Source: an optimization exercise on an open RTL-to-GDS flow (aim: small area, a short achievable clock period and few clock cycles per item). Production flows keep margins and buffers that such runs may drop. Where RTL was checked, it was by simulation tests only, not by an equivalence proof against the original. No functional check of the RTL was part of run 1. Power is estimated from default activity; no workload was simulated.

`flow/run.sh`:
```
#!/bin/bash
# synth_recipe.tcl (not shown) runs the flow's synth.tcl, then flattens the netlist and writes it again
# the make line also repeats each setting of config.mk as NAME=value (left out here)
make -C /OpenROAD-flow-scripts/flow DESIGN_CONFIG=/design/flow/config.mk WORK_HOME=/design/flow/orfs CLKGATE_MAP_FILE= SYNTH_SCRIPT=/design/flow/synth_recipe.tcl finish
```
`flow/config.mk`:
```
export PLATFORM = sky130hd
export DESIGN_NAME = beep_filter
export DESIGN_NICKNAME = beep_filter
export VERILOG_FILES = /design/flow/design.v
export SDC_FILE = /design/flow/constraint.sdc
export NUM_CORES = 4
export LEC_CHECK = 0
export CAP_MARGIN = 20
export CORE_MARGIN = 2
export CORE_UTILIZATION = 40
export PLACE_DENSITY = 0.6
export SLEW_MARGIN = 20
```
`flow/constraint.sdc`:
```
create_clock -name core_clock -period 15.0 [get_ports {clk}]
set_input_delay 3.0000 -clock core_clock [delete_from_list [all_inputs] [get_ports {clk}]]
set_output_delay 3.0000 -clock core_clock [all_outputs]
set_load 0.01 [all_outputs]
```
`flow/design.v`:
```
module beep_div (
  input  [31:0] r,
  input  [31:0] d,
  output [31:0] rn,
  output [1:0]  q
);
  wire [34:0] x   = {1'b0, r, 2'b00};
  wire [34:0] d1  = {3'b0, d};
  wire [34:0] d2  = {2'b0, d, 1'b0};
  wire [34:0] t1  = x - d1;
  wire [34:0] t2  = x - d2;
  wire [34:0] xa  = {1'b0, r, 2'b10};
  wire [34:0] na  = ~d1;
  wire [34:0] nb  = ~d2;
  wire [34:0] cs  = xa ^ na ^ nb;
  wire [34:0] cc  = (xa & na) | (xa & nb) | (na & nb);
  wire [34:0] t3  = cs + {cc[33:0], 1'b0};
  wire        s1  = ~t1[34];
  wire        s2  = ~t2[34];
  wire        s3  = ~t3[34];
  assign q  = s3 ? 2'd3 : s2 ? 2'd2 : s1 ? 2'd1 : 2'd0;
  assign rn = s3 ? t3[31:0] : s2 ? t2[31:0] : s1 ? t1[31:0] : x[31:0];
endmodule
module beep_add #(
  parameter N = 32
) (
  input  [N-1:0] a,
  input  [N-1:0] b,
  input          ci,
  output [N-1:0] s,
  output         co
);
  assign {co, s} = {1'b0, a} + {1'b0, b} + {{N{1'b0}}, ci};
endmodule
module beep_filter (
  input                    clk,
  input                    rst,
  input                    start,
  input      [31:0]        sample_rate,
  input      [31:0]        cutoff,
  output     [7:0]         tan_addr,
  input      [15:0]        tan_data,
  output                   ready,
  output reg               done,
  output reg               err,
  output reg [7:0]         tidx,
  output reg [15:0]        wc,
  output reg signed [15:0] z1_re,
  output reg signed [15:0] z1_im,
  output reg signed [15:0] z2_re,
  output reg signed [15:0] z2_im,
  output reg signed [15:0] a1,
  output reg signed [15:0] a2,
  output reg signed [15:0] b0,
  output reg signed [15:0] b1,
  output reg signed [15:0] b2,
  output reg [31:0]        sum_a
);
  reg        ph_idle, ph_t0, ph_tdiv, ph_wld, ph_y1, ph_sq, ph_ld1,
             ph_z1, ph_z2, ph_pf, ph_fin;
  reg [2:0]  cnt;
  reg        cz;           
  reg        pinit;        
  reg [31:0] dv;           
  reg [31:0] r0, r1;       
  reg [15:0] q0, q1;       
  reg        q8;           
  reg        clp;          
  reg [1:0]  chi;          
  reg [7:0]  tq;           
  reg [15:0] w;            
  reg [14:0] y1;
  reg        nz;
  reg [15:0] u2;           
  reg [30:0] ss, sk;       
  reg [14:0] h0, h1;       
  reg [15:0] abar;         
  reg [17:0] abar3;        
  reg [15:0] bq;           
  reg [17:0] bq3;          
  reg [33:0] pacc;         
  reg [31:0] m0s, m0c;     
  reg [1:0]  s0r;          
  assign ready    = ph_idle;
  assign tan_addr = tq;
  wire z1_end = ph_z1 & cz;
  wire start_ok = ph_idle & start & (sample_rate != 32'd0);
  wire [31:0] fmax   = dv >> 2;
  wire [31:0] cut    = {chi, r0[31:2]};
  wire        c_zero = (cut == 32'd0);
  wire [31:0] fdif;
  wire        fnb;                                    
  beep_add #(32) u_cmp (.a(fmax), .b(~cut), .ci(1'b1), .s(fdif), .co(fnb));
  wire        c_eq   = (cut == fmax);
  wire        c_big  = ~fnb;
  function [63:0] csa;
    input [31:0] a, b, c;
    begin
      csa[31:0]  = a ^ b ^ c;
      csa[63:32] = ((a & b) | (a & c) | (b & c)) << 1;
    end
  endfunction
  wire [31:0] r0n, r1n;
  wire [1:0]  g0, g1;
  beep_div u_d0 (.r(r0), .d(dv), .rn(r0n), .q(g0));
  beep_div u_d1 (.r(r1), .d(dv), .rn(r1n), .q(g1));
  wire [31:0] wl = {17'd0, w[14:0]};
  wire [63:0] ta = csa(wl << 14, wl << 12, wl << 11);
  wire [63:0] tb = csa(wl << 9,  wl << 7,  wl << 1);
  wire [63:0] tc = csa(ta[31:0], ta[63:32], tb[31:0]);
  wire [63:0] td = csa(tc[31:0], tc[63:32], tb[63:32]);
  wire [31:0] t;
  wire        t_co;
  assign {t_co, t} = {1'b0, td[31:0]} + {1'b0, td[63:32]};
  reg  [31:0] pp [0:15];
  integer i;
  always @* begin
    for (i = 0; i < 15; i = i + 1)
      pp[i] = y1[i] ? (((({17'd0, y1} >> (i + 1)) << 2) | 32'd1) << (2 * i + 1)) : 32'd0;
    pp[15] = nz ? {16'd0, y1, 1'b1} : 32'd0;
  end
  wire [63:0] l1a = csa(pp[0],  pp[1],  pp[2]);
  wire [63:0] l1b = csa(pp[3],  pp[4],  pp[5]);
  wire [63:0] l1c = csa(pp[6],  pp[7],  pp[8]);
  wire [63:0] l1d = csa(pp[9],  pp[10], pp[11]);
  wire [63:0] l1e = csa(pp[12], pp[13], pp[14]);
  wire [63:0] l2a = csa(l1a[31:0], l1a[63:32], l1b[31:0]);
  wire [63:0] l2b = csa(l1b[63:32], l1c[31:0], l1c[63:32]);
  wire [63:0] l2c = csa(l1d[31:0], l1d[63:32], l1e[31:0]);
  wire [63:0] l2d = csa(l1e[63:32], pp[15], 32'd0);
  wire [63:0] l3a = csa(l2a[31:0], l2a[63:32], l2b[31:0]);
  wire [63:0] l3b = csa(l2b[63:32], l2c[31:0], l2c[63:32]);
  wire [63:0] l4a = csa(l3a[31:0], l3a[63:32], l3b[31:0]);
  wire [63:0] l4b = csa(l3b[63:32], l2d[31:0], l2d[63:32]);
  wire [63:0] l5a = csa(l4a[31:0], l4a[63:32], l4b[31:0]);
  wire [63:0] l6a = csa(l5a[31:0], l5a[63:32], l4b[63:32]);
  wire [14:0] u     = {u2[15], u2[13:0]};
  wire [15:0] cor   = nz ? {y1, 1'b1} : 16'd0;
  wire [63:0] da    = csa({u2, 16'd0}, {1'b0, ss}, {1'b0, sk});
  wire [31:0] dc, nrc;
  wire        dc_co, nr_co;
  assign {dc_co, dc} = {1'b0, da[31:0]} + {1'b0, da[63:32]};
  wire [63:0] na_   = csa(32'h40000002, ~{1'b0, ss}, ~{1'b0, sk});
  assign {nr_co, nrc} = {1'b0, na_[31:0]} + {1'b0, na_[63:32]};
  wire [31:0] d2c, nr2c;
  wire        d2_co, n2_co;
  assign {d2_co, d2c} = {1'b0, dv} + {17'd0, cor};
  wire [63:0] n2a   = csa({1'b1, u, 16'd0}, ~dv, ~{16'd0, cor});
  assign {n2_co, nr2c} = {1'b0, n2a[31:0]} + {1'b0, n2a[63:33], 1'b1} + 33'd1;
  wire [1:0]  e0    = q0[1:0];
  wire [1:0]  e1    = q1[1:0];
  reg  [17:0] ra, rb;
  always @* begin
    if (ph_pf)
      ra = e0[1] ? {abar[15], ~abar[15], abar[14:0], 1'b0} : 18'd0;    
    else
      case (e0)
        2'd0: ra = 18'd0;
        2'd1: ra = {2'b0, abar};
        2'd2: ra = {1'b0, abar, 1'b0};
        default: ra = abar3;
      endcase
    case (e1)
      2'd0: rb = 18'd0;
      2'd1: rb = {2'b0, bq};
      2'd2: rb = {1'b0, bq, 1'b0};
      default: rb = bq3;
    endcase
  end
  wire [33:0] pa    = {pacc[31:0], 2'b01};
  wire [33:0] pb    = ~{16'd0, ra};
  wire [33:0] pc    = {16'd0, rb};
  wire [33:0] ps    = pa ^ pb ^ pc;
  wire [33:0] pk    = (pa & pb) | (pa & pc) | (pb & pc);
  wire [33:0] pnext;
  wire        pn_co;
  assign {pn_co, pnext} = {1'b0, ps} + {1'b0, pk[32:0], 1'b0};
  wire [15:0] abarc;
  wire        ab_co;
  beep_add #(16) u_ab (.a(16'h8000), .b(~{1'b0, h0}), .ci(~h0[0]), .s(abarc), .co(ab_co));
  wire [17:0] abar3c;
  wire        a3_co;
  beep_add #(18) u_a3 (.a({2'b0, abarc}), .b({1'b0, abarc, 1'b0}), .ci(1'b0), .s(abar3c), .co(a3_co));
  wire [14:0] bpc;
  wire        bp_co;
  beep_add #(15) u_bp (.a({1'b0, h1[13:0]}), .b(15'd0), .ci(h1[0]), .s(bpc), .co(bp_co));
  wire [17:0] bq3c;
  wire        b3_co;
  beep_add #(18) u_b3 (.a({2'b0, bpc, 1'b0}), .b({1'b0, bpc, 2'b0}), .ci(1'b0), .s(bq3c), .co(b3_co));
  wire [16:0] ac;
  wire        ac_co;
  beep_add #(17) u_ac (.a({1'b0, abar} + 17'h18000), .b(~{2'b0, q0[15:1]}), .ci(~q0[1]), .s(ac), .co(ac_co));
  wire [15:0] a1c   = ac[16:1];
  wire [17:0] suma  = {pacc[33], pacc[33:17]};
  wire [14:0] sv    = pacc[29:15];
  wire [31:0] s32   = {17'd0, sv};
  wire [63:0] ma    = csa(s32, s32 << 1, s32 << 4);
  wire [63:0] mb    = csa(s32 << 5, s32 << 8, s32 << 9);
  wire [63:0] mc    = csa(ma[31:0], ma[63:32], mb[31:0]);
  wire [63:0] md    = csa(mb[63:32], s32 << 12, s32 << 13);
  wire [63:0] me    = csa(mc[31:0], mc[63:32], md[31:0]);
  wire [63:0] mf    = csa(me[31:0], me[63:32], md[63:32]);
  wire [31:0] bm;
  wire        bm_co;
  wire [1:0]  dl    = suma[1:0] - s0r;
  wire [31:0] drow  = dl == 2'd1 ? 32'd13107 : dl == 2'd3 ? ~32'd13107 : 32'd0;
  wire [63:0] mg    = csa(m0s, {m0c[31:1], dl == 2'd3}, drow);
  beep_add #(32) u_bm (.a(mg[31:0]), .b(mg[63:32]), .ci(1'b0), .s(bm), .co(bm_co));
  wire        bz    = suma[17] | (suma[16:3] == 14'd0 && suma[2:0] <= 3'd5);
  wire [15:0] b1c   = bz ? 16'd0 : bm[31:16];
  wire [15:0] a2c;
  wire        a2_co;
  beep_add #(16) u_a2 (.a({suma[15:14] + 2'b11, suma[13:0]}), .b(~a1c), .ci(1'b1), .s(a2c), .co(a2_co));
  always @(posedge clk) begin
    y1   <= t[29:15];
    nz   <= (w[13:0] != 14'd0);
    u2   <= {1'b0, y1} + {2'b01, 13'd0, nz};
    ss   <= l6a[30:0];
    sk   <= l6a[62:32];
    abar  <= abarc;
    abar3 <= abar3c;
    bq    <= {bpc, 1'b0};
    bq3   <= bq3c;
    m0s   <= mf[31:0];
    m0c   <= mf[63:32];
    s0r   <= pacc[16:15];
    if (ph_idle)
      dv <= sample_rate;
    else if (ph_ld1)
      dv <= dc;
    else if (z1_end)
      dv <= d2c;
    if (ph_idle)
      r0 <= {cutoff[29:0], 2'b00};
    else if (ph_ld1)
      r0 <= nrc;
    else if (z1_end)
      r0 <= nr2c;
    else
      r0 <= r0n;
    if (ph_idle)
      r1 <= {sample_rate[31:2], 2'b00};
    else if (ph_ld1)
      r1 <= {2'b0, y1, 15'd0};
    else if (z1_end)
      r1 <= {2'b0, u, 15'd0};
    else
      r1 <= r1n;
    if (!(ph_pf | ph_fin)) begin
      q0 <= {q0[13:0], g0};
      q1 <= {q1[13:0], g1};
    end
    if (ph_idle)
      chi <= cutoff[31:30];
    if (ph_t0) begin
      q8  <= (dv[1:0] == 2'b00) && (c_zero || c_big || c_eq);
      clp <= c_zero || c_big;
    end
    if (ph_wld)
      w <= tan_data;
    if (z1_end) begin
      h0 <= {q0[13:0], g0[1]};    
      h1 <= {q1[12:0], g1};
    end
    if (pinit)
      pacc <= {18'd0, abarc};
    else
      pacc <= pnext;
  end
  always @(posedge clk) begin
    cnt <= cnt - 3'd1;
    cz  <= (cnt == 3'd1);
    if (ph_idle) begin
      cnt <= 3'd3;
      cz  <= 1'b0;
    end
    if (ph_ld1 | z1_end) begin
      cnt <= 3'd7;
      cz  <= 1'b0;
    end
    pinit <= z1_end;
    if (rst) begin
      ph_idle  <= 1'b1;
      ph_t0    <= 1'b0;
      ph_tdiv  <= 1'b0;
      ph_wld   <= 1'b0;
      ph_y1    <= 1'b0;
      ph_sq    <= 1'b0;
      ph_ld1   <= 1'b0;
      ph_z1    <= 1'b0;
      ph_z2    <= 1'b0;
      ph_pf    <= 1'b0;
      ph_fin   <= 1'b0;
      done     <= 1'b0;
      err      <= 1'b0;
      tq       <= 8'd0;
      tidx     <= 8'd0;
      wc       <= 16'd0;
      z1_re    <= 16'sd0;
      z1_im    <= 16'sd0;
      z2_re    <= 16'sd0;
      z2_im    <= 16'sd0;
      a1       <= 16'sd0;
      a2       <= 16'sd0;
      b0       <= 16'sd0;
      b1       <= 16'sd0;
      b2       <= 16'sd0;
      sum_a    <= 32'd0;
    end else begin
      ph_idle  <= (ph_idle & ~start_ok) | ph_fin;
      ph_t0    <= start_ok;
      ph_tdiv  <= start_ok | (ph_tdiv & ~cz);
      ph_wld   <= ph_tdiv & cz;
      ph_y1    <= ph_wld;
      ph_sq    <= ph_y1;
      ph_ld1   <= ph_sq;
      ph_z1    <= ph_ld1 | (ph_z1 & ~cz);
      ph_z2    <= z1_end | (ph_z2 & ~cz);
      ph_pf    <= ph_z2 & cz;
      ph_fin   <= ph_pf;
      done     <= ph_fin | (ph_idle & start & (sample_rate == 32'd0));
      if (ph_idle & start & (sample_rate == 32'd0))
        err <= 1'b1;
      if (ph_tdiv & cz)
        tq <= q8 ? 8'hff : clp ? {q1[5:0], g1} : {q0[5:0], g0};
      if (ph_fin) begin
        tidx  <= tq;
        wc    <= w;
        z1_re <= {1'b0, h0};
        z1_im <= {1'b0, h1};
        z2_re <= {1'b0, q0[15:1]};
        z2_im <= -q1;
        a1    <= a1c;
        a2    <= a2c;
        b0    <= {1'b0, b1c[15:1]};
        b1    <= b1c;
        b2    <= {1'b0, b1c[15:1]};
        sum_a <= {{14{suma[17]}}, suma};
        err   <= 1'b0;
      end
    end
  end
endmodule
```
==> reports/summary.txt, run 1 <==
Run status: complete, no violations
Setup crit start: pacc[17]
Number of stages on the worst setup path: 21
Worst-path clk slew: 0.06 ns
Reg2reg path depth: 21
TritonRoute pass-1 iters: 6
CTS resizes: 0
Share of synthesized area occupied by flip-flops and latches: 24.2%
Total count of max-transition violations in the final report: 0
Antenna violations before repair: 13
H-tree depth reported by CTS: 3
Number of buffers inserted by hold repair at cts: 0
Register-to-Register Setup Slack: 9.26 ns
Total count of hold-check failures in the final report: 0
Post-CTS setup buffer count: 0
Total global-route track usage: 26.5%
First DRT Iteration DRCs: 3310
Sequence of cells on the critical path: inv_1, ha_1, xnor2_1, xnor2_1, nor2_1, buf_4, inv_1, fa_1, inv_1, ha_1, o2111ai_1, a21oi_1, o31ai_1, a21oi_1, a31oi_1, nor2_1, o2111a_1, o31ai_1, a21oi_1, xnor2_1, a22o_1
Leakage dissipation: 26.9 nW
Total routed wirelength: 185000 um
Top post-synthesis cells by count: sky130_fd_sc_hd__ha_1 (713), sky130_fd_sc_hd__inv_1 (692), sky130_fd_sc_hd__dfxtp_1 (476), sky130_fd_sc_hd__nor2_1 (473), sky130_fd_sc_hd__a21oi_1 (435)
Fin Clk Skew: 0.0472 ns
Worst Slack Setup Final: 9.26 ns
Max Root-Sink Buffers: 3
Worst-path maximum fanout: 17
Dominant delay contributor by cell family on the critical path: compound AO/OA/AOI/OAI gates
Max-cap violations: 0
Ys async rst share: 0%
Period utilisation layout: 38.3%
Maximum single-stage delay on the critical path: 0.62 ns
Post-detailed-route via-to-cell ratio: 5.62
Area growth from synthesis to final layout: 13.4%
Routability cong.: 0.998
Type of element launching the critical path: flop
Yosys reg bits: 590
Min Clock Period, post-route: 5.74 ns
First-pass GRT wire length: 276000 um
Count of buffer and inverter cells on the critical path: 4
Clock net sink count: 590
Source-to-sink clock delay at the later pin of the worst-skew pair: 0.70 ns
Primary flip-flop cell chosen by synthesis mapping: sky130_fd_sc_hd__dfxtp_1
Number of cells in the finished layout apart from fillers: 8101
Top cell type's share of synthesized area: 17.8%
Vias in the first global route: 44700
Starting density of the core: 40.2%
Count of buffers from port buffering: 288
Core Rows: 134
Worst min-delay path class: reg -> reg
WP data arrival: 6.31 ns
VDD IR-drop max: 0.139 mV
CTS tree: done
Floorplan die height: 370 um
Floorplan core area: 133000 um2
# nets final: 7358
CTS root buffer: sky130_fd_sc_hd__clkbuf_16
Transition time at the pin with the least slew margin: 1.11 ns
Synth Cell Area: 53500 um2
Setup repair after global routing missed its margin: false
Cells after DPL: 7947
Post-detailed-route wirelength per cell: 22.8 um
Slowest stage cell, crit path: sky130_fd_sc_hd__inv_1
Most area-hungry cell type in the Yosys netlist: sky130_fd_sc_hd__dfxtp_1
Critical R2R Capture: b1[14]
Worst slew margin: 26.0%
Maximum achievable frequency: 174 MHz
Half-perimeter wire length of the detailed placement result: 147000 um
Vias after detailed routing: 45500
CP Capture Type: flop
Total Die Area: 137000 um2
Total congestion overflow: 0
Total power density per cell area: 257 nW/um2
Maximum number of pins on one net before global-route repair: 67
Sum Neg Setup Slack: 0 ns
Remaining antenna violation count after routing: 0
Die Span X: 370 um
Dominant cells by area after synthesis: sky130_fd_sc_hd__dfxtp_1 (18%), sky130_fd_sc_hd__ha_1 (17%), sky130_fd_sc_hd__fa_1 (11%), sky130_fd_sc_hd__edfxtp_1 (6.4%), sky130_fd_sc_hd__inv_1 (4.9%)
Start-to-end type of the worst setup path: reg -> reg
Beginning of the worst register-to-register path: pacc[17]
Share of post-route cells with drive strength above 1: 3.72%
Setup slack at placement: 9.20 ns
Post-synth EDFFs: 114
Cells after Synth: 6056
# DRC: 0
Total of warnings raised by yosys: 2
Number of endpoints failing setup at the final stage: 0
Worst Path Required: 15.57 ns
Mean instance size in the synthesized netlist: 8.83 um2
# IOs: 294
Worst Setup EP: b1[14]
Cell with the most instances after synthesis: sky130_fd_sc_hd__ha_1
Netlist cell types: 94
CTS buffer count: 78
sequential cells by signal (all words and copies together), names as in the netlist, 24 cells and up, named ones only:
signal	count
dv	32
m0c	24
m0s	27
r0	32
pacc	33
ss	31
sk	27
r1	32
kinds of logic (layout without fill, tap and decap cells):
| group | after synthesis | in the layout | synth area share [%] |
|---|---|---|---|
| AOI/OAI and AO/OA | 1517 | 1517 | 18.4 |
| and+or+nand+nor | 1446 | 1446 | 12.8 |
| adders and majority gates | 1016 | 1016 | 28.0 |
| buffers and inverters | 916 | 1179 | 6.83 |
| DFF | 590 | 590 | 24.2 |
| xor gates and xnor gates | 403 | 403 | 6.60 |
| muxes | 167 | 167 | 3.16 |
| other | 1 | 15 | 0.00701 |
final cells by class:
type,instances,area [um2]
clock buffers,103,2150
diodes,10,25.0
inverters,695,2610
fillers,13000,72500
flip-flops and latches,590,13000
repair buffers,340,3270
multi-input cells,4554,36900
clock inverters,41,470
well taps,1768,2210
routing by layer:
metal	vias up	wire length (um)	track usage, %
li1	21500	-	-
met1	22100	78900	34.0
met2	1479	85200	43.5
met3	352	11700	4.69
met4	8	8740	11.5
met5	-	37	0
stage by stage:
stage | hold slack (ns) | power [W] | cell area, um2 | utilization, %
after floorplan | 0.375 | 0.0105 | 53500 | -
after global placement | 0.388 | 0.0134 | 58000 | 43.6
after detailed placement | 0.396 | 0.0135 | 58000 | 43.6
after CTS | 0.410 | 0.0155 | 60600 | 45.5
after global routing | 0.427 | 0.0170 | 60600 | 45.5
final | 0.407 | 0.0156 | 60700 | 45.6
worst min path at each step:
stage	start	to	slack [ns]	cells after the start
finish	cnt[0]	cnt[0]	0.41	1
global route	cnt[0]	cnt[0]	0.43	1
CTS	cnt[0]	cnt[0]	0.41	1
detailed placement	cnt[0]	cnt[0]	0.40	1
global placement	cnt[0]	cnt[0]	0.39	1
floorplan	cnt[0]	cnt[0]	0.38	1
power breakdown:
group | switching (W) | internal, W | total, W | leakage, nW
Combinational | 0.00662 | 0.00449 | 0.0111 | 20.7
Clock | 0.000823 | 0.00110 | 0.00192 | 1.26
Sequential | 0.000492 | 0.00205 | 0.00254 | 5.01
Total | 0.00794 | 0.00764 | 0.0156 | 26.9
cell usage in the layout (no fill, tap or decap), types with 34 or more instances in the layout:
cell                              count
sky130_fd_sc_hd__ha_1               713
sky130_fd_sc_hd__inv_1              691
sky130_fd_sc_hd__dfxtp_1            473
sky130_fd_sc_hd__nor2_1             471
sky130_fd_sc_hd__a21oi_1            435
sky130_fd_sc_hd__nand2_1            363
sky130_fd_sc_hd__fa_1               303
sky130_fd_sc_hd__o21ai_0            296
sky130_fd_sc_hd__clkdlybuf4s50_1    287
sky130_fd_sc_hd__xnor2_1            262
sky130_fd_sc_hd__a21o_1             163
sky130_fd_sc_hd__mux2i_1            154
sky130_fd_sc_hd__xor2_1             141
sky130_fd_sc_hd__edfxtp_1           114
sky130_fd_sc_hd__nand3_1            102
sky130_fd_sc_hd__nor3_1              89
sky130_fd_sc_hd__a211oi_1            86
sky130_fd_sc_hd__clkbuf_16           79
sky130_fd_sc_hd__nor2b_1             74
sky130_fd_sc_hd__o211ai_1            71
sky130_fd_sc_hd__and2_1              71
sky130_fd_sc_hd__o21a_1              67
sky130_fd_sc_hd__nand2b_1            59
sky130_fd_sc_hd__o21bai_1            54
sky130_fd_sc_hd__buf_4               52
sky130_fd_sc_hd__and3_1              45
sky130_fd_sc_hd__a31oi_1             44
sky130_fd_sc_hd__nand4_1             43
sky130_fd_sc_hd__a22oi_1             34
==> inputs of run 2 (changes only) <==
--- a/flow/design.v
+++ b/flow/design.v
@@ -79,4 +79,5 @@
   reg [15:0] bq;           
   reg [17:0] bq3;          
+  reg        sa1, sa2, sa3, sal, sb1, sb2, sb3;
   reg [33:0] pacc;         
   reg [31:0] m0s, m0c;     
@@ -85,4 +86,5 @@
   assign tan_addr = tq;
   wire z1_end = ph_z1 & cz;
+  wire z2_end = ph_z2 & cz;
   wire start_ok = ph_idle & start & (sample_rate != 32'd0);
   wire [31:0] fmax   = dv >> 2;
@@ -148,24 +150,11 @@
   wire [63:0] n2a   = csa({1'b1, u, 16'd0}, ~dv, ~{16'd0, cor});
   assign {n2_co, nr2c} = {1'b0, n2a[31:0]} + {1'b0, n2a[63:33], 1'b1} + 33'd1;
-  wire [1:0]  e0    = q0[1:0];
-  wire [1:0]  e1    = q1[1:0];
-  reg  [17:0] ra, rb;
-  always @* begin
-    if (ph_pf)
-      ra = e0[1] ? {abar[15], ~abar[15], abar[14:0], 1'b0} : 18'd0;    
-    else
-      case (e0)
-        2'd0: ra = 18'd0;
-        2'd1: ra = {2'b0, abar};
-        2'd2: ra = {1'b0, abar, 1'b0};
-        default: ra = abar3;
-      endcase
-    case (e1)
-      2'd0: rb = 18'd0;
-      2'd1: rb = {2'b0, bq};
-      2'd2: rb = {1'b0, bq, 1'b0};
-      default: rb = bq3;
-    endcase
-  end
+  wire [17:0] ra    = ({18{sa1}} & {2'b0, abar})
+                    | ({18{sa2}} & {1'b0, abar, 1'b0})
+                    | ({18{sa3}} & abar3)
+                    | ({18{sal}} & {abar[15], ~abar[15], abar[14:0], 1'b0});   
+  wire [17:0] rb    = ({18{sb1}} & {2'b0, bq})
+                    | ({18{sb2}} & {1'b0, bq, 1'b0})
+                    | ({18{sb3}} & bq3);
   wire [33:0] pa    = {pacc[31:0], 2'b01};
   wire [33:0] pb    = ~{16'd0, ra};
@@ -250,4 +239,11 @@
       q0 <= {q0[13:0], g0};
       q1 <= {q1[13:0], g1};
+      sa1 <= (g0 == 2'd1) & ~z2_end;
+      sa2 <= (g0 == 2'd2) & ~z2_end;
+      sa3 <= (g0 == 2'd3) & ~z2_end;
+      sal <= g0[1] & z2_end;
+      sb1 <= (g1 == 2'd1);
+      sb2 <= (g1 == 2'd2);
+      sb3 <= (g1 == 2'd3);
     end
     if (ph_idle)
--- a/flow/config.mk
+++ b/flow/config.mk
@@ -8,5 +8,5 @@
 export CAP_MARGIN = 20
 export CORE_MARGIN = 2
-export CORE_UTILIZATION = 40
-export PLACE_DENSITY = 0.6
+export CORE_UTILIZATION = 65
+export PLACE_DENSITY = 0.8
 export SLEW_MARGIN = 20
==> reports/summary.txt, run 2 <==
Clock net sink count: 597 (was 590)
Share of synthesized area occupied by flip-flops and latches: 24.7% (was 24.2%)
CTS buffer count: 72 (was 78)
# DRC: 0 (unchanged)
Net switching fraction of the power: 50.1% (was 51.0%)
Post-detailed-route via-to-cell ratio: 6.23 (was 5.62)
Total count of hold-check failures in the final report: 0 (unchanged)
Dominant cells by area after synthesis: sky130_fd_sc_hd__dfxtp_1 (18%), sky130_fd_sc_hd__ha_1 (17%), sky130_fd_sc_hd__fa_1 (11%), sky130_fd_sc_hd__edfxtp_1 (6.8%), sky130_fd_sc_hd__inv_1 (5.0%) (was sky130_fd_sc_hd__dfxtp_1 (18%), sky130_fd_sc_hd__ha_1 (17%), sky130_fd_sc_hd__fa_1 (11%), sky130_fd_sc_hd__edfxtp_1 (6.4%), sky130_fd_sc_hd__inv_1 (4.9%))
Transition time at the pin with the least slew margin: 1.24 ns (was 1.11 ns)
Min Clock Period, post-route: 5.81 ns (was 5.74 ns)
Worst min-delay path class: reg -> reg (unchanged)
Type of element launching the critical path: flop (unchanged)
Worst Hold Slack: 0.402 ns (was 0.407 ns)
Post-detailed-route wirelength per cell: 22.2 um (was 22.8 um)
Yosys reg bits: 597 (was 590)
Power share of the clock group: 11.9% (was 12.3%)
Total power density per cell area: 263 nW/um2 (was 257 nW/um2)
Total routed wirelength: 162000 um (was 185000 um)
Maximum number of pins on one net before global-route repair: 76 (was 67)
CTS tree: done (unchanged)
Synth Cell Area: 53300 um2 (was 53500 um2)
Vias in the first global route: 45100 (was 44700)
Routability cong.: 0.993 (was 0.998)
Internal Power: 0.00779 W (was 0.00764 W)
Share of post-route cells with drive strength above 1: 3.65% (was 3.72%)
Maximum achievable frequency: 172 MHz (was 174 MHz)
Remaining antenna violation count after routing: 0 (unchanged)
Area growth from synthesis to final layout: 11.5% (was 13.4%)
Most frequent cells in the layout: sky130_fd_sc_hd__ha_1 (710), sky130_fd_sc_hd__inv_1 (709), sky130_fd_sc_hd__dfxtp_1 (473), sky130_fd_sc_hd__nor2_1 (434), sky130_fd_sc_hd__a21oi_1 (381) (was sky130_fd_sc_hd__ha_1 (713), sky130_fd_sc_hd__inv_1 (691), sky130_fd_sc_hd__dfxtp_1 (473), sky130_fd_sc_hd__nor2_1 (471), sky130_fd_sc_hd__a21oi_1 (435))
Starting density of the core: 65.9% (was 40.2%)
Total count of max-transition violations in the final report: 0 (unchanged)
WP data arrival: 6.36 ns (was 6.31 ns)
Max Root-Sink Buffers: 3 (unchanged)
Post-synth EDFFs: 121 (was 114)
Floorplan core area: 80800 um2 (was 133000 um2)
Number of buffers inserted by hold repair at cts: 0 (unchanged)
Vias after detailed routing: 45400 (was 45500)
Max-cap violations: 0 (unchanged)
H-tree depth reported by CTS: 3 (unchanged)
First DRT Iteration DRCs: 3548 (was 3310)
Mean instance size in the synthesized netlist: 8.92 um2 (was 8.83 um2)
Cells after Synth: 5975 (was 6056)
Worst Path Required: 15.55 ns (was 15.57 ns)
Number of filler instances in the final layout: 6146 (was 13000)
Total global-route track usage: 37.9% (was 26.5%)
Post-CTS setup buffer count: 0 (unchanged)
Most area-hungry cell type in the Yosys netlist: sky130_fd_sc_hd__dfxtp_1 (unchanged)
Register with the most flip-flops: pacc (unchanged)
VDD IR-drop max: 0.232 mV (was 0.139 mV)
Source-to-sink clock delay at the later pin of the worst-skew pair: 0.67 ns (was 0.70 ns)
# IOs: 294 (unchanged)
Primary flip-flop cell chosen by synthesis mapping: sky130_fd_sc_hd__dfxtp_1 (unchanged)
Total of warnings raised by yosys: 2 (unchanged)
Number of flip-flops under the largest register name: 33 (unchanged)
Setup repair after global routing missed its margin: false (unchanged)
Period utilisation layout: 38.8% (was 38.3%)
Count of buffers from port buffering: 288 (unchanged)
Logic gate share of total power: 71.7% (was 71.3%)
CTS resizes: 0 (unchanged)
Total Die Area: 84300 um2 (was 137000 um2)
Fin Clk Skew: 0.0599 ns (was 0.0472 ns)
Half-perimeter wire length of the detailed placement result: 127000 um (was 147000 um)
# nets final: 7263 (was 7358)
CTS root buffer: sky130_fd_sc_hd__clkbuf_16 (unchanged)
Sw Pwr: 0.00783 W (was 0.00794 W)
Number of endpoints failing setup at the final stage: 0 (unchanged)
Ys async rst share: 0% (unchanged)
Run status: complete, no violations (unchanged)
Top cell type's share of synthesized area: 17.9% (was 17.8%)
CP Capture Type: flop (unchanged)
Worst slew margin: 16.5% (was 26.0%)
Die Span X: 290 um (was 370 um)
Reg power frac: 16.4% (was 16.3%)
Leakage dissipation: 27.2 nW (was 26.9 nW)
Netlist cell types: 96 (was 94)
Start-to-end type of the worst setup path: reg -> reg (unchanged)
Total congestion overflow: 0 (unchanged)
Leading cell type in the layout, fill and taps excluded: sky130_fd_sc_hd__ha_1 (unchanged)
Core Rows: 104 (was 134)
First-pass GRT wire length: 251000 um (was 276000 um)
Worst-path clk slew: 0.06 ns (about the same)
Floorplan die height: 290 um (was 370 um)
Antenna violations before repair: 3 (was 13)
Worst-path maximum fanout: 17 (unchanged)
Sum Neg Setup Slack: 0 ns (unchanged)
TritonRoute pass-1 iters: 6 (unchanged)
Top post-synthesis cells by count: sky130_fd_sc_hd__ha_1 (710), sky130_fd_sc_hd__inv_1 (710), sky130_fd_sc_hd__dfxtp_1 (476), sky130_fd_sc_hd__nor2_1 (435), sky130_fd_sc_hd__a21oi_1 (381) (was sky130_fd_sc_hd__ha_1 (713), sky130_fd_sc_hd__inv_1 (692), sky130_fd_sc_hd__dfxtp_1 (476), sky130_fd_sc_hd__nor2_1 (473), sky130_fd_sc_hd__a21oi_1 (435))
-- run 2: worst max-delay path: stages (launching register included) --
cell and delay (ns):
sky130_fd_sc_hd__dfxtp_1 0.59, sky130_fd_sc_hd__inv_1 0.28, sky130_fd_sc_hd__ha_1 0.27, sky130_fd_sc_hd__xnor2_1 0.14
sky130_fd_sc_hd__xnor2_1 0.14, sky130_fd_sc_hd__nor2_1 0.61, sky130_fd_sc_hd__inv_1 0.65, sky130_fd_sc_hd__fa_1 0.68
sky130_fd_sc_hd__inv_1 0.04, sky130_fd_sc_hd__ha_1 0.18, sky130_fd_sc_hd__or4_1 0.52, sky130_fd_sc_hd__a221o_1 0.28
sky130_fd_sc_hd__o21ai_0 0.12, sky130_fd_sc_hd__o2111ai_1 0.26, sky130_fd_sc_hd__nand3_1 0.16, sky130_fd_sc_hd__nand3_1 0.08
sky130_fd_sc_hd__o211ai_1 0.19, sky130_fd_sc_hd__o21ai_0 0.18, sky130_fd_sc_hd__xnor2_1 0.15, sky130_fd_sc_hd__a22o_1 0.22
-- run 2: cells by family (layout without fill, tap and decap cells) --
kind of cell / after synthesis / count (layout) / synth area share [%]
AOI/OAI and AO/OA: 1491 / 1491 / 18.6
and+or+nand+nor: 1405 / 1405 / 12.6
adders and majority gates: 1013 / 1013 / 28.1
buffers and inverters: 938 / 1186 / 7.02
DFF: 597 / 597 / 24.7
xor gates and xnor gates: 397 / 397 / 6.53
muxes: 133 / 133 / 2.52
other: 1 / 6 / 0.00704
-- run 2: final cells by class --
class	count	area, um2	share of cell area (%)
Inverter	714	2680	4.51
Clock buffer	105	2100	3.53
Tap cell	1060	1330	2.23
Timing Repair Buffer	338	3260	5.48
Multi-Input combinational cell	4444	36400	61.3
Clock inverter	29	438	0.737
Sequential cell	597	13200	22.2
Antenna cell	1	2.50	0.00421
-- run 2: through the flow --
stage	power (W)	worst slack, ns	instance area [um2]	std cells	utilization (%)
after detailed placement	0.0135	9.15	56900	7153	70.4
after global placement	0.0132	9.37	56900	7153	70.4
after CTS	0.0155	9.17	59400	7287	73.5
final	0.0156	9.19	59400	7288	73.5
after floorplan	0.0106	10.03	53300	5979	-
after global routing	0.0170	8.76	59400	7287	73.5
-- run 2: metal layers --
metal,part of all wire [%],GRT usage (%),vias up
li1,-,-,21200
met1,40,48.3,22000
met2,47,63.9,1782
met3,7.6,5.42,389
met4,5.0,16.9,2
met5,0.0087,0,-
-- run 2: final timing paths --
kind                               end      from  depth (start not counted)  slack (ns)
worst min-delay path            ph_ld1     ph_sq                          1        0.40
worst min register to register  ph_ld1     ph_sq                          1        0.40
worst max-delay path            b1[15]  pacc[17]                         19        9.19
worst max register to register  b1[15]  pacc[17]                         19        9.19
-- run 2: power by group through the flow --
stage | sequential [W] | combinational (W) | clock (W)
after floorplan | 0.00236 | 0.00819 | 0
after global placement | 0.00256 | 0.0107 | 0
after detailed placement | 0.00257 | 0.0109 | 0
after CTS | 0.00254 | 0.0111 | 0.00187
after global routing | 0.00259 | 0.0125 | 0.00194
final | 0.00256 | 0.0112 | 0.00186
Testbench counts of run 2, summed over its fixed seeds: cycles 13,832, designs 512.
==> inputs of run 3 (changes only) <==
--- a/flow/config.mk
+++ b/flow/config.mk
@@ -8,5 +8,5 @@
 export CAP_MARGIN = 20
 export CORE_MARGIN = 2
-export CORE_UTILIZATION = 65
-export PLACE_DENSITY = 0.8
+export CORE_UTILIZATION = 40
+export PLACE_DENSITY = 0.6
 export SLEW_MARGIN = 20
==> reports/summary.txt, run 3 <==
Post-DP Area: 57700 um2 (was 56900 um2)
# DRC: 0 (unchanged)
Number of flip-flops under the largest register name: 33 (unchanged)
Source-to-sink clock delay at the later pin of the worst-skew pair: 0.68 ns (was 0.67 ns)
VDD IR-drop max: 0.163 mV (was 0.232 mV)
Area occupied by registers: 13200 um2 (unchanged)
Number of endpoints failing setup at the final stage: 0 (unchanged)
H-tree depth reported by CTS: 3 (unchanged)
Worst Slack Setup Final: 9.33 ns (was 9.19 ns)
Ys async rst share: 0% (unchanged)
Transition time at the pin with the least slew margin: 1.18 ns (was 1.24 ns)
Type of element launching the critical path: flop (unchanged)
Top cell type's share of synthesized area: 17.9% (unchanged)
CTS resizes: 0 (unchanged)
Share of synthesized area occupied by flip-flops and latches: 24.7% (unchanged)
Total count of max-transition violations in the final report: 0 (unchanged)
Floorplan die height: 369 um (was 290 um)
Max Root-Sink Buffers: 3 (unchanged)
Most area-hungry cell type in the Yosys netlist: sky130_fd_sc_hd__dfxtp_1 (unchanged)
Routability cong.: 0.981 (was 0.993)
Total count of hold-check failures in the final report: 0 (unchanged)
Worst Hold Slack: 0.404 ns (was 0.402 ns)
Worst-path maximum fanout: 31 (was 17)
Vias in the first global route: 43800 (was 45100)
Starting density of the core: 40.4% (was 65.9%)
Start-to-end type of the worst setup path: reg -> reg (unchanged)
Synth Cell Area: 53300 um2 (unchanged)
Most frequent cells in the layout: sky130_fd_sc_hd__ha_1 (710), sky130_fd_sc_hd__inv_1 (709), sky130_fd_sc_hd__dfxtp_1 (473), sky130_fd_sc_hd__nor2_1 (433), sky130_fd_sc_hd__a21oi_1 (381) (was sky130_fd_sc_hd__ha_1 (710), sky130_fd_sc_hd__inv_1 (709), sky130_fd_sc_hd__dfxtp_1 (473), sky130_fd_sc_hd__nor2_1 (434), sky130_fd_sc_hd__a21oi_1 (381))
Core Rows: 133 (was 104)
Mean instance size in the synthesized netlist: 8.92 um2 (unchanged)
Number of filler instances in the final layout: 12800 (was 6146)
Total Die Area: 136000 um2 (was 84300 um2)
Floorplan core area: 132000 um2 (was 80800 um2)
Half-perimeter wire length of the detailed placement result: 134000 um (was 127000 um)
Post-detailed-route wirelength per cell: 21.1 um (was 22.2 um)
Sequence of cells on the critical path: inv_1, fa_1, ha_1, a21o_1, a221oi_2, o21ai_1, a21oi_1, o21ai_1, a221oi_2, o31ai_4, buf_4, a21oi_1, o21ai_0, a21oi_1, a221oi_1 (was inv_1, ha_1, xnor2_1, xnor2_1, nor2_1, inv_1, fa_1, inv_1, ha_1, or4_1, a221o_1, o21ai_0, o2111ai_1, nand3_1, nand3_1, o211ai_1, o21ai_0, xnor2_1, a22o_1)
Dominant cells by area after synthesis: sky130_fd_sc_hd__dfxtp_1 (18%), sky130_fd_sc_hd__ha_1 (17%), sky130_fd_sc_hd__fa_1 (11%), sky130_fd_sc_hd__edfxtp_1 (6.8%), sky130_fd_sc_hd__inv_1 (5.0%) (unchanged)
Total global-route track usage: 24.3% (was 37.9%)
Clock net sink count: 597 (unchanged)
Antenna violations before repair: 10 (was 3)
Min Clock Period, post-route: 5.67 ns (was 5.81 ns)
Total congestion overflow: 0 (unchanged)
Setup repair after global routing missed its margin: false (unchanged)
Number of buffers inserted by hold repair at cts: 0 (unchanged)
Max-cap violations: 0 (unchanged)
WP data arrival: 6.18 ns (was 6.36 ns)
TritonRoute pass-1 iters: 8 (was 6)
First-pass GRT wire length: 257000 um (was 251000 um)
Count of buffers from port buffering: 288 (unchanged)
CTS tree: done (unchanged)
# nets final: 7265 (was 7263)
First DRT Iteration DRCs: 3260 (was 3548)
Remaining antenna violation count after routing: 0 (unchanged)
Slowest stage cell, crit path: sky130_fd_sc_hd__a21oi_1 (was sky130_fd_sc_hd__fa_1)
Post-detailed-route via-to-cell ratio: 5.51 (was 6.23)
Maximum single-stage delay on the critical path: 0.79 ns (was 0.68 ns)
# IOs: 294 (unchanged)
Cell repeated most along the worst path: sky130_fd_sc_hd__a21oi_1
Sum Neg Setup Slack: 0 ns (unchanged)
Share of post-route cells with drive strength above 1: 3.87% (was 3.65%)
Netlist cell types: 96 (unchanged)
Register with the most flip-flops: pacc (unchanged)
Primary flip-flop cell chosen by synthesis mapping: sky130_fd_sc_hd__dfxtp_1 (unchanged)
Cells after Synth: 5975 (unchanged)
Vias after detailed routing: 44000 (was 45400)
CTS buffer count: 74 (was 72)
Worst-path clk slew: 0.07 ns (was 0.06 ns)
CTS root buffer: sky130_fd_sc_hd__clkbuf_16 (unchanged)
Area of the multi-input gates: 36400 um2 (about the same)
CP Capture Type: flop (unchanged)
Final design area excluding fillers: 60400 um2 (was 59400 um2)
Worst slew margin: 21.7% (was 16.5%)
Setup slack at placement: 9.42 ns (was 9.15 ns)
Maximum number of pins on one net before global-route repair: 89 (was 76)
Post-CTS setup buffer count: 0 (unchanged)
Worst min-delay path class: reg -> reg (unchanged)
Top post-synthesis cells by count: sky130_fd_sc_hd__ha_1 (710), sky130_fd_sc_hd__inv_1 (710), sky130_fd_sc_hd__dfxtp_1 (476), sky130_fd_sc_hd__nor2_1 (435), sky130_fd_sc_hd__a21oi_1 (381) (unchanged)
Post-synth EDFFs: 121 (unchanged)
Yosys reg bits: 597 (unchanged)
Worst Path Required: 15.51 ns (was 15.55 ns)
Total routed wirelength: 169000 um (was 162000 um)
Period utilisation layout: 37.8% (was 38.8%)
Count of buffer and inverter cells on the critical path: 2 (was 3)
Dominant delay contributor by cell family on the critical path: compound AO/OA/AOI/OAI gates (was simple AND/OR/NAND/NOR gates)
Run status: complete, no violations (unchanged)
Die Span X: 369 um (was 290 um)
Area growth from synthesis to final layout: 13.4% (was 11.5%)
Total of warnings raised by yosys: 2 (unchanged)
Leakage dissipation: 27.3 nW (was 27.2 nW)
Maximum achievable frequency: 176 MHz (was 172 MHz)
Total power density per cell area: 256 nW/um2 (was 263 nW/um2)
Fin Clk Skew: 0.0382 ns (was 0.0599 ns)
Leading cell type in the layout, fill and taps excluded: sky130_fd_sc_hd__ha_1 (unchanged)
==> run 3: cell types whose count changed in the layout (fill, tap and decap cells not counted), moves of 3 or more <==
cell / delta
sky130_fd_sc_hd__clkbuf_1: -7
sky130_fd_sc_hd__clkbuf_16: +4
sky130_fd_sc_hd__clkbuf_8: -8
sky130_fd_sc_hd__clkinv_2: +8
sky130_fd_sc_hd__bufinv_16: +5
sky130_fd_sc_hd__o311ai_0: -3
==> run 3: kinds of logic after synthesis <==
family	Yosys count	synth area share (%)
xor gates and xnor gates	397	6.53
muxes	133	2.52
buffers and inverters	938	7.02
DFF	597	24.7
and+or+nand+nor	1405	12.6
adders and majority gates	1013	28.1
other	1	0.00704
AOI/OAI and AO/OA	1491	18.6
==> run 3: final timing paths <==
path            end  slack, ns    from  cells past startpoint
max           r0[1]       9.33   dv[1]                     15
min          cnt[0]       0.40  cnt[0]                      1
max reg2reg   r0[1]       9.33   dv[1]                     15
min reg2reg  cnt[0]       0.40  cnt[0]                      1
==> run 3: layout make-up <==
cell class                 count  area share (%)
antenna                        3          0.0124
clock buffer                  94            3.41
clock inverter                43           0.990
inverter                     714            4.44
multi-input combinational   4444            60.3
sequential                   597            21.8
tap                         1755            3.64
timing repair buffer         338            5.40
==> run 3: stage by stage <==
step	utilization (%)	total power [W]	cells
2_1_floorplan	-	0.0106	5979
3_3_place_gp	43.8	0.0134	7847
3_5_place_dp	43.8	0.0135	7848
4_1_cts	45.8	0.0155	7985
5_1_grt	45.8	0.0170	7985
6_report	45.8	0.0155	7988
==> run 3: layer usage <==
layer  track usage [%]  up-vias  wire [um]
met5                 0        -         27
met4              9.97        4       7220
met3              3.06      256       9340
met2              40.3     1241      77800
met1              32.0    21300      74200
li1                  -    21200          -
==> run 3: power breakdown <==
group	internal (W)	leakage (nW)	total, W	switching (W)
clock	0.00116	1.29	0.00194	0.000781
sequential	0.00208	5.10	0.00256	0.000480
combinational	0.00456	20.9	0.0110	0.00640
==> inputs of run 4 (changes only) <==
--- a/flow/design.v
+++ b/flow/design.v
@@ -82,5 +82,5 @@
   reg [33:0] pacc;         
   reg [31:0] m0s, m0c;     
-  reg [1:0]  s0r;          
+  reg        dp, dm;       
   assign ready    = ph_idle;
   assign tan_addr = tq;
@@ -192,7 +192,6 @@
   wire [31:0] bm;
   wire        bm_co;
-  wire [1:0]  dl    = suma[1:0] - s0r;
-  wire [31:0] drow  = dl == 2'd1 ? 32'd13107 : dl == 2'd3 ? ~32'd13107 : 32'd0;
-  wire [63:0] mg    = csa(m0s, {m0c[31:1], dl == 2'd3}, drow);
+  wire [31:0] drow  = ({32{dp}} & 32'd13107) | ({32{dm}} & ~32'd13107);
+  wire [63:0] mg    = csa(m0s, {m0c[31:1], dm}, drow);
   beep_add #(32) u_bm (.a(mg[31:0]), .b(mg[63:32]), .ci(1'b0), .s(bm), .co(bm_co));
   wire        bz    = suma[17] | (suma[16:3] == 14'd0 && suma[2:0] <= 3'd5);
@@ -213,5 +212,6 @@
     m0s   <= mf[31:0];
     m0c   <= mf[63:32];
-    s0r   <= pacc[16:15];
+    dp    <= (pnext[18:17] - pacc[16:15]) == 2'd1;
+    dm    <= (pnext[18:17] - pacc[16:15]) == 2'd3;
     if (ph_idle)
       dv <= sample_rate;
--- a/flow/config.mk
+++ b/flow/config.mk
@@ -9,4 +9,5 @@
 export CORE_MARGIN = 2
 export CORE_UTILIZATION = 40
+export CTS_BUF_LIST = sky130_fd_sc_hd__clkbuf_4 sky130_fd_sc_hd__clkbuf_8
 export PLACE_DENSITY = 0.6
 export SLEW_MARGIN = 20
==> reports/summary.txt, run 4 <==
Worst-path clk slew: 0.06 ns (was 0.07 ns)
Total count of hold-check failures in the final report: 0 (unchanged)
Area growth from synthesis to final layout: 13.2% (was 13.4%)
Total congestion overflow: 0 (unchanged)
Floorplan core area: 131000 um2 (was 132000 um2)
CP Capture Type: flop (unchanged)
Cells after DPL: 7645 (was 7848)
# nets final: 7096 (was 7265)
Total global-route track usage: 24.5% (was 24.3%)
Remaining antenna violation count after routing: 0 (unchanged)
Total count of max-transition violations in the final report: 0 (unchanged)
Total Die Area: 134000 um2 (was 136000 um2)
Period utilisation layout: 35.6% (was 37.8%)
Synth Area in Compound Gates: 18.1% (was 18.6%)
Post-detailed-route via-to-cell ratio: 5.52 (was 5.51)
Sw Pwr: 0.00706 W (was 0.00766 W)
Reg power frac: 18.2% (was 16.6%)
Number of cells in the finished layout apart from fillers: 7854 (was 7988)
Routability cong.: 0.941 (was 0.981)
Area occupied by registers: 13200 um2 (about the same)
Total of warnings raised by yosys: 2 (unchanged)
Maximum number of pins on one net before global-route repair: 69 (was 89)
Total power density per cell area: 240 nW/um2 (was 256 nW/um2)
Worst-path maximum fanout: 32 (was 31)
CTS tree: done (unchanged)
Worst slew margin: 23.1% (was 21.7%)
Final design area excluding fillers: 59500 um2 (was 60400 um2)
First-pass GRT wire length: 255000 um (was 257000 um)
Antenna violations before repair: 6 (was 10)
Netlist cell types: 107 (was 96)
Number of buffers inserted by hold repair at cts: 0 (unchanged)
Leading cell type in the layout, fill and taps excluded: sky130_fd_sc_hd__ha_1 (unchanged)
Post-synth EDFFs: 121 (unchanged)
Min Clock Period, post-route: 5.34 ns (was 5.67 ns)
Number of flip-flops under the largest register name: 33 (unchanged)
Sum Neg Setup Slack: 0 ns (unchanged)
Worst Path Required: 15.72 ns (was 15.51 ns)
Number of endpoints failing setup at the final stage: 0 (unchanged)
Starting density of the core: 40.1% (was 40.4%)
Half-perimeter wire length of the detailed placement result: 134000 um (about the same)
TritonRoute pass-1 iters: 8 (unchanged)
Setup repair after global routing missed its margin: false (unchanged)
Dominant cells by area after synthesis: sky130_fd_sc_hd__dfxtp_1 (18%), sky130_fd_sc_hd__ha_1 (17%), sky130_fd_sc_hd__fa_1 (12%), sky130_fd_sc_hd__edfxtp_1 (6.9%), sky130_fd_sc_hd__xnor2_1 (4.6%) (was sky130_fd_sc_hd__dfxtp_1 (18%), sky130_fd_sc_hd__ha_1 (17%), sky130_fd_sc_hd__fa_1 (11%), sky130_fd_sc_hd__edfxtp_1 (6.8%), sky130_fd_sc_hd__inv_1 (5.0%))
Cell with the most instances after synthesis: sky130_fd_sc_hd__ha_1
Primary flip-flop cell chosen by synthesis mapping: sky130_fd_sc_hd__dfxtp_1 (unchanged)
First DRT Iteration DRCs: 3043 (was 3260)
Top cell type's share of synthesized area: 18.2% (was 17.9%)
Worst min-delay path class: reg -> reg (unchanged)
Total routed wirelength: 168000 um (was 169000 um)
Leakage dissipation: 26.2 nW (was 27.3 nW)
WP data arrival: 6.06 ns (was 6.18 ns)
Post-synthesis mux area share: 3.01% (was 2.52%)
CTS buffer count: 109 (was 74)
Core Rows: 133 (unchanged)
# IOs: 294 (unchanged)
Maximum achievable frequency: 187 MHz (was 176 MHz)
Run status: complete, no violations (unchanged)
Internal Power: 0.00720 W (was 0.00781 W)
Cells after Synth: 5765 (was 5975)
Main combinational cell family by area after synthesis: adder cells (unchanged)
Logic gate share of total power: 69.3% (was 70.9%)
VDD IR-drop max: 0.139 mV (was 0.163 mV)
Yosys reg bits: 598 (was 597)
Share of post-route cells with drive strength above 1: 5.50% (was 3.87%)
Ys async rst share: 0% (unchanged)
Die Span X: 367 um (was 369 um)
Source-to-sink clock delay at the later pin of the worst-skew pair: 0.85 ns (was 0.68 ns)
Max Root-Sink Buffers: 3 (unchanged)
Floorplan die height: 367 um (was 369 um)
Post-detailed-route wirelength per cell: 21.4 um (was 21.1 um)
Type of element launching the critical path: flop (unchanged)
Register with the most flip-flops: pacc (unchanged)
Worst Slack Setup Final: 9.66 ns (was 9.33 ns)
Vias in the first global route: 42700 (was 43800)
CTS resizes: 0 (unchanged)
Synth Cell Area: 52600 um2 (was 53300 um2)
Fin Clk Skew: 0.0662 ns (was 0.0382 ns)
Clock net sink count: 598 (was 597)
Start-to-end type of the worst setup path: reg -> reg (unchanged)
Number of filler instances in the final layout: 12700 (was 12800)
Share of synthesized area occupied by flip-flops and latches: 25.1% (was 24.7%)
Synthesized-area fraction occupied by xor and xnor cells: 7.05% (was 6.53%)
Max-cap violations: 0 (unchanged)
Mean instance size in the synthesized netlist: 9.12 um2 (was 8.92 um2)
Transition time at the pin with the least slew margin: 1.15 ns (was 1.18 ns)
CTS root buffer: sky130_fd_sc_hd__clkbuf_8 (was sky130_fd_sc_hd__clkbuf_16)
Count of buffers from port buffering: 288 (unchanged)
Post-DP Area: 57000 um2 (was 57700 um2)
Setup slack at placement: 9.58 ns (was 9.42 ns)
# DRC: 0 (unchanged)
Fraction of the mapped netlist area in adder cells: 28.4% (was 28.1%)
Post-CTS setup buffer count: 0 (unchanged)
Vias after detailed routing: 43400 (was 44000)
Power share of the clock group: 12.5% (was 12.6%)
H-tree depth reported by CTS: 3 (unchanged)
Top post-synthesis cells by count: sky130_fd_sc_hd__ha_1 (709), sky130_fd_sc_hd__inv_1 (609), sky130_fd_sc_hd__dfxtp_1 (477), sky130_fd_sc_hd__nor2_1 (431), sky130_fd_sc_hd__a21oi_1 (398) (was sky130_fd_sc_hd__ha_1 (710), sky130_fd_sc_hd__inv_1 (710), sky130_fd_sc_hd__dfxtp_1 (476), sky130_fd_sc_hd__nor2_1 (435), sky130_fd_sc_hd__a21oi_1 (381))
Simple logic cell fraction of the synthesized area: 11.9% (was 12.6%)
Most frequent cells in the layout: sky130_fd_sc_hd__ha_1 (709), sky130_fd_sc_hd__inv_1 (609), sky130_fd_sc_hd__dfxtp_1 (474), sky130_fd_sc_hd__nor2_1 (427), sky130_fd_sc_hd__a21oi_1 (398) (was sky130_fd_sc_hd__ha_1 (710), sky130_fd_sc_hd__inv_1 (709), sky130_fd_sc_hd__dfxtp_1 (473), sky130_fd_sc_hd__nor2_1 (433), sky130_fd_sc_hd__a21oi_1 (381))
Net switching fraction of the power: 49.5% (about the same)
Area of the multi-input gates: 36100 um2 (was 36400 um2)
Most area-hungry cell type in the Yosys netlist: sky130_fd_sc_hd__dfxtp_1 (unchanged)
[run 4: path summary, 6_finish.rpt]
check / from / end / slack, ns / depth (start not counted)
worst max-delay path: dv[4] / r1[24] / 9.66 / 16
worst min-delay path: cnt[0] / cnt[0] / 0.41 / 1
worst max register to register: dv[4] / r1[24] / 9.66 / 16
worst min register to register: cnt[0] / cnt[0] / 0.41 / 1
[run 4: per-layer routing]
layer | wire length, um | up-vias | global-route usage [%] | part of all wire, %
met5 | 0 | - | 0 | 0
met4 | 6560 | 0 | 9.74 | 3.9
met3 | 10100 | 250 | 3.26 | 6.0
met2 | 75000 | 1383 | 39.2 | 45
met1 | 76700 | 21000 | 33.6 | 46
li1 | - | 20700 | - | -
[run 4: logic make-up (layout without fill, tap and decap cells)]
kind of cell | Yosys count | in the layout
AO/OA/AOI/OAI | 1419 | 1419
AND/OR/NAND/NOR | 1324 | 1324
multiplexers | 157 | 157
buffers and inverters | 830 | 1154
XOR/XNOR | 423 | 423
adder cells (fa/ha/maj) | 1013 | 1013
flip-flops | 598 | 598
other | 1 | 11
[run 4: layout make-up]
type                            count  share of cell area (%)
Tap cell                         1755                    3.69
Timing Repair Buffer              333                    5.41
Clock inverter                     40                   0.749
Multi-Input combinational cell   4341                    60.6
Inverter                          618                    3.90
Clock buffer                      163                    3.47
Antenna cell                        6                  0.0252
Sequential cell                   598                    22.2
[run 4: power by group through the flow]
stage,Combinational (W),Sequential (W),Clock (W)
CTS,0.00982,0.00259,0.00184
floorplan,0.00753,0.00239,0
global route,0.0112,0.00263,0.00191
finish,0.00987,0.00259,0.00179
global placement,0.00965,0.00262,0
detailed placement,0.00974,0.00262,0
[run 4: worst max-delay path: stages (launching register included)]
cell and delay, ns:
sky130_fd_sc_hd__edfxtp_1 0.47, sky130_fd_sc_hd__inv_1 0.42, sky130_fd_sc_hd__fa_1 0.49, sky130_fd_sc_hd__ha_1 0.38
sky130_fd_sc_hd__and3_1 0.24, sky130_fd_sc_hd__a221oi_4 0.33, sky130_fd_sc_hd__a2111oi_2 0.17, sky130_fd_sc_hd__a2111oi_4 0.44
sky130_fd_sc_hd__a21oi_2 0.15, sky130_fd_sc_hd__o2111ai_2 0.17, sky130_fd_sc_hd__a31o_2 0.40, sky130_fd_sc_hd__inv_2 0.36
sky130_fd_sc_hd__nor2_2 0.64, sky130_fd_sc_hd__inv_2 0.16, sky130_fd_sc_hd__o21ai_1 0.16, sky130_fd_sc_hd__a211oi_1 0.07
sky130_fd_sc_hd__o21ai_1 0.16
[run 4: stage by stage]
stage	hold slack, ns	total power (W)	util [%]
detailed placement	0.396	0.0124	43.5
global route	0.412	0.0157	45.4
global placement	0.386	0.0123	43.5
finish	0.408	0.0143	45.4
floorplan	0.375	0.00993	-
CTS	0.411	0.0143	45.4
Testbench counts of run 4, summed over its fixed seeds: cycles 13,832, designs 512.
==> inputs of run 5 (changes only) <==
--- a/flow/config.mk
+++ b/flow/config.mk
@@ -9,5 +9,4 @@
 export CORE_MARGIN = 2
 export CORE_UTILIZATION = 40
-export CTS_BUF_LIST = sky130_fd_sc_hd__clkbuf_4 sky130_fd_sc_hd__clkbuf_8
 export PLACE_DENSITY = 0.6
 export SLEW_MARGIN = 20
==> reports/summary.txt, run 5 <==
First DRT Iteration DRCs: 3538 (was 3043)
Area growth from synthesis to final layout: 12.9% (was 13.2%)
Total Die Area: 134000 um2 (unchanged)
Setup repair after global routing missed its margin: false (unchanged)
Run status: complete, no violations (unchanged)
Total congestion overflow: 0 (unchanged)
Post-layout power: 0.0142 W (was 0.0143 W)
Period utilisation layout: 35.4% (was 35.6%)
Post-detailed-route wirelength per cell: 21.6 um (was 21.4 um)
TritonRoute pass-1 iters: 8 (unchanged)
CP Capture Type: flop (unchanged)
Worst min-delay path class: reg -> reg (unchanged)
Mean instance size in the synthesized netlist: 9.12 um2 (unchanged)
Count of buffers from port buffering: 288 (unchanged)
Maximum achievable frequency: 188 MHz (was 187 MHz)
Number of filler instances in the final layout: 12700 (about the same)
Primary flip-flop cell chosen by synthesis mapping: sky130_fd_sc_hd__dfxtp_1 (unchanged)
Floorplan die height: 367 um (unchanged)
Floorplan core area: 131000 um2 (unchanged)
VDD IR-drop max: 0.144 mV (was 0.139 mV)
CTS tree: done (unchanged)
Power share of the clock group: 12.4% (was 12.5%)
Worst Path Required: 15.60 ns (was 15.72 ns)
Worst-path clk slew: 0.06 ns (about the same)
Register-to-Register Setup Slack: 9.69 ns (was 9.66 ns)
Dominant cells by area after synthesis: sky130_fd_sc_hd__dfxtp_1 (18%), sky130_fd_sc_hd__ha_1 (17%), sky130_fd_sc_hd__fa_1 (12%), sky130_fd_sc_hd__edfxtp_1 (6.9%), sky130_fd_sc_hd__xnor2_1 (4.6%) (unchanged)
Vias in the first global route: 42400 (was 42700)
Total count of hold-check failures in the final report: 0 (unchanged)
Sink of the worst hold path: cnt[0] (unchanged)
Setup crit start: dv[4] (unchanged)
Total power density per cell area: 240 nW/um2 (about the same)
Transition time at the pin with the least slew margin: 1.13 ns (was 1.15 ns)
Die Span X: 367 um (unchanged)
Maximum number of pins on one net before global-route repair: 69 (unchanged)
Sum Neg Setup Slack: 0 ns (unchanged)
First-pass GRT wire length: 254000 um (was 255000 um)
WP data arrival: 5.91 ns (was 6.06 ns)
CTS root buffer: sky130_fd_sc_hd__clkbuf_16 (was sky130_fd_sc_hd__clkbuf_8)
# nets final: 7060 (was 7096)
Clock net sink count: 598 (unchanged)
Min-Delay Path Depth: 1 (unchanged)
Share of post-route cells with drive strength above 1: 4.10% (was 5.50%)
Total count of max-transition violations in the final report: 0 (unchanged)
Net switching fraction of the power: 49.7% (was 49.5%)
Most area-hungry cell type in the Yosys netlist: sky130_fd_sc_hd__dfxtp_1 (unchanged)
Leakage dissipation: 26.0 nW (was 26.2 nW)
Leading cell type in the layout, fill and taps excluded: sky130_fd_sc_hd__ha_1 (unchanged)
Max-cap violations: 0 (unchanged)
Remaining antenna violation count after routing: 0 (unchanged)
Total routed wirelength: 168000 um (about the same)
Post-CTS setup buffer count: 0 (unchanged)
Antenna violations before repair: 3 (was 6)
Yosys reg bits: 598 (unchanged)
CTS resizes: 0 (unchanged)
Number of endpoints failing setup at the final stage: 0 (unchanged)
Number of buffers inserted by hold repair at cts: 0 (unchanged)
# DRC: 0 (unchanged)
Routability cong.: 0.941 (unchanged)
Critical R2R Capture: r1[24] (unchanged)
Reg power frac: 18.2% (about the same)
Post-synth EDFFs: 121 (unchanged)
Number of flip-flops under the largest register name: 33 (unchanged)
Start-to-end type of the worst setup path: reg -> reg (unchanged)
Netlist cell types: 107 (unchanged)
Register with the most flip-flops: pacc (unchanged)
Total global-route track usage: 24.5% (about the same)
Max Root-Sink Buffers: 3 (unchanged)
Post-detailed-route via-to-cell ratio: 5.54 (was 5.52)
Ys async rst share: 0% (unchanged)
Most frequent cells in the layout: sky130_fd_sc_hd__ha_1 (709), sky130_fd_sc_hd__inv_1 (609), sky130_fd_sc_hd__dfxtp_1 (474), sky130_fd_sc_hd__nor2_1 (427), sky130_fd_sc_hd__a21oi_1 (398) (unchanged)
Cell with the most instances after synthesis: sky130_fd_sc_hd__ha_1 (unchanged)
Internal Power: 0.00717 W (was 0.00720 W)
Share of synthesized area occupied by flip-flops and latches: 25.1% (unchanged)
CTS buffer count: 73 (was 109)
Fin Clk Skew: 0.0377 ns (was 0.0662 ns)
Cells after Synth: 5765 (unchanged)
Top post-synthesis cells by count: sky130_fd_sc_hd__ha_1 (709), sky130_fd_sc_hd__inv_1 (609), sky130_fd_sc_hd__dfxtp_1 (477), sky130_fd_sc_hd__nor2_1 (431), sky130_fd_sc_hd__a21oi_1 (398) (unchanged)
H-tree depth reported by CTS: 3 (unchanged)
Core Rows: 133 (unchanged)
Source-to-sink clock delay at the later pin of the worst-skew pair: 0.70 ns (was 0.85 ns)
Worst slew margin: 24.7% (was 23.1%)
Synth Cell Area: 52600 um2 (unchanged)
# IOs: 294 (unchanged)
Worst-path maximum fanout: 32 (unchanged)
Area occupied by registers: 13200 um2 (unchanged)
Starting density of the core: 40.1% (unchanged)
Beginning of the worst register-to-register path: dv[4] (unchanged)
Sw Pwr: 0.00707 W (was 0.00706 W)
Worst Hold Slack: 0.407 ns (was 0.408 ns)
Min Clock Period, post-route: 5.31 ns (was 5.34 ns)
Half-perimeter wire length of the detailed placement result: 134000 um (unchanged)
Total of warnings raised by yosys: 2 (unchanged)
Type of element launching the critical path: flop (unchanged)
Area of the multi-input gates: 36100 um2 (unchanged)
Logic gate share of total power: 69.4% (was 69.3%)
Top cell type's share of synthesized area: 18.2% (unchanged)
HP Start: cnt[0] (unchanged)
Vias after detailed routing: 43100 (was 43400)
Reg2reg path depth: 16 (unchanged)
==> run 5: cell counts after synthesis <==
No cell type changed its count.
==> run 5: per-layer routing <==
layer  global-route usage [%]  vias to the layer above  wire length [um]
met1                     33.5                    21000             76600
met3                     3.41                      238             10100
li1                         -                    20600                 -
met2                     39.2                     1288             75000
met5                        0                        -                 0
met4                     9.13                        0              6370
==> run 5: worst max path at each step <==
stage / endpoint / slack [ns] / cells after the start
global route: r1[24] / 9.40 / 16
detailed placement: b1[1] / 9.58 / 6
floorplan: dm / 10.48 / 20
finish: r1[24] / 9.69 / 16
global placement: b1[11] / 9.61 / 6
CTS: r1[24] / 9.68 / 16
==> run 5: layout make-up <==
type	count	share of cell area, %
Multi-Input combinational cell	4341	60.8
Inverter	618	3.91
Sequential cell	598	22.2
Clock buffer	105	3.49
Timing Repair Buffer	333	5.43
Clock inverter	29	0.460
Antenna cell	5	0.0211
Tap cell	1755	3.70
==> run 5: logic make-up (layout without fill, tap and decap cells) <==
family / after synthesis / count (layout) / synth area share [%]
AOI/OAI and AO/OA: 1419 / 1419 / 18.1
and+or+nand+nor: 1324 / 1324 / 11.9
muxes: 157 / 157 / 3.01
other: 1 / 10 / 0.00713
adders and majority gates: 1013 / 1013 / 28.4
xor gates and xnor gates: 423 / 423 / 7.05
DFF: 598 / 598 / 25.1
buffers and inverters: 830 / 1085 / 6.43
==> run 5: critical path: stages, from the launching register on <==
cell and delay [ns]:
sky130_fd_sc_hd__edfxtp_1 0.47, sky130_fd_sc_hd__inv_1 0.40, sky130_fd_sc_hd__fa_1 0.51, sky130_fd_sc_hd__ha_1 0.36
sky130_fd_sc_hd__and3_1 0.24, sky130_fd_sc_hd__a221oi_4 0.33, sky130_fd_sc_hd__a2111oi_2 0.17, sky130_fd_sc_hd__a2111oi_4 0.43
sky130_fd_sc_hd__a21oi_2 0.14, sky130_fd_sc_hd__o2111ai_2 0.17, sky130_fd_sc_hd__a31o_2 0.41, sky130_fd_sc_hd__inv_2 0.37
sky130_fd_sc_hd__nor2_2 0.64, sky130_fd_sc_hd__inv_2 0.16, sky130_fd_sc_hd__o21ai_1 0.16, sky130_fd_sc_hd__a211oi_1 0.07
sky130_fd_sc_hd__o21ai_1 0.16
==> run 5: stage by stage <==
stage               cell area (um2)  setup slack [ns]  utilization [%]  instances
floorplan                     52600             10.48                -       5769
global route                  59300              9.40             45.3       7779
finish                        59300              9.69             45.3       7784
global placement              57000              9.61             43.5       7645
CTS                           59300              9.68             45.3       7779
detailed placement            57000              9.58             43.5       7645
==> run 5: power by group through the flow <==
stage               logic (W)  registers (W)  clock network [W]
finish                0.00989        0.00259            0.00177
global route           0.0112        0.00263            0.00186
CTS                   0.00983        0.00259            0.00181
detailed placement    0.00974        0.00262                  0
global placement      0.00965        0.00262                  0
floorplan             0.00753        0.00239                  0

[afterwards: timing with drivers on the ports]
The flow's constraints put no driver on any port. The routed layouts listed below were extracted and timed again, unchanged, in two steps. Step 1 sets driving cells, clkbuf_16 on the clock port and buf_2 on the other inputs (assumed; they add their load-dependent delay and slew). Step 2 moves the port delays by t, midway between the first and last clock arrival at a register: inputs arrive t later, outputs are due t later. That takes back most of the time a late clock gives input paths. Three values: ideal, step 1, step 2; two values: the first two.
run	t (ns)	setup WS [ns]	clock arrival spread, ns
run 1	0.759	9.258 / 9.258 / 9.258	0.050 / 0.050
run 2	0.715	9.186 / 9.186 / 9.186	0.062 / 0.062
run 3	0.734	9.330 / 9.330 / 9.330	0.041 / 0.041
run 4	0.889	9.657 / 9.657 / 9.544	0.070 / 0.071
run 5	0.760	9.686 / 9.686 / 9.546	0.040 / 0.041
After both steps every run listed still meets setup and hold. For run 5, which loses most, drivers alone change the setup slack by 0.000 ns; drivers and shift together by -0.140 ns.
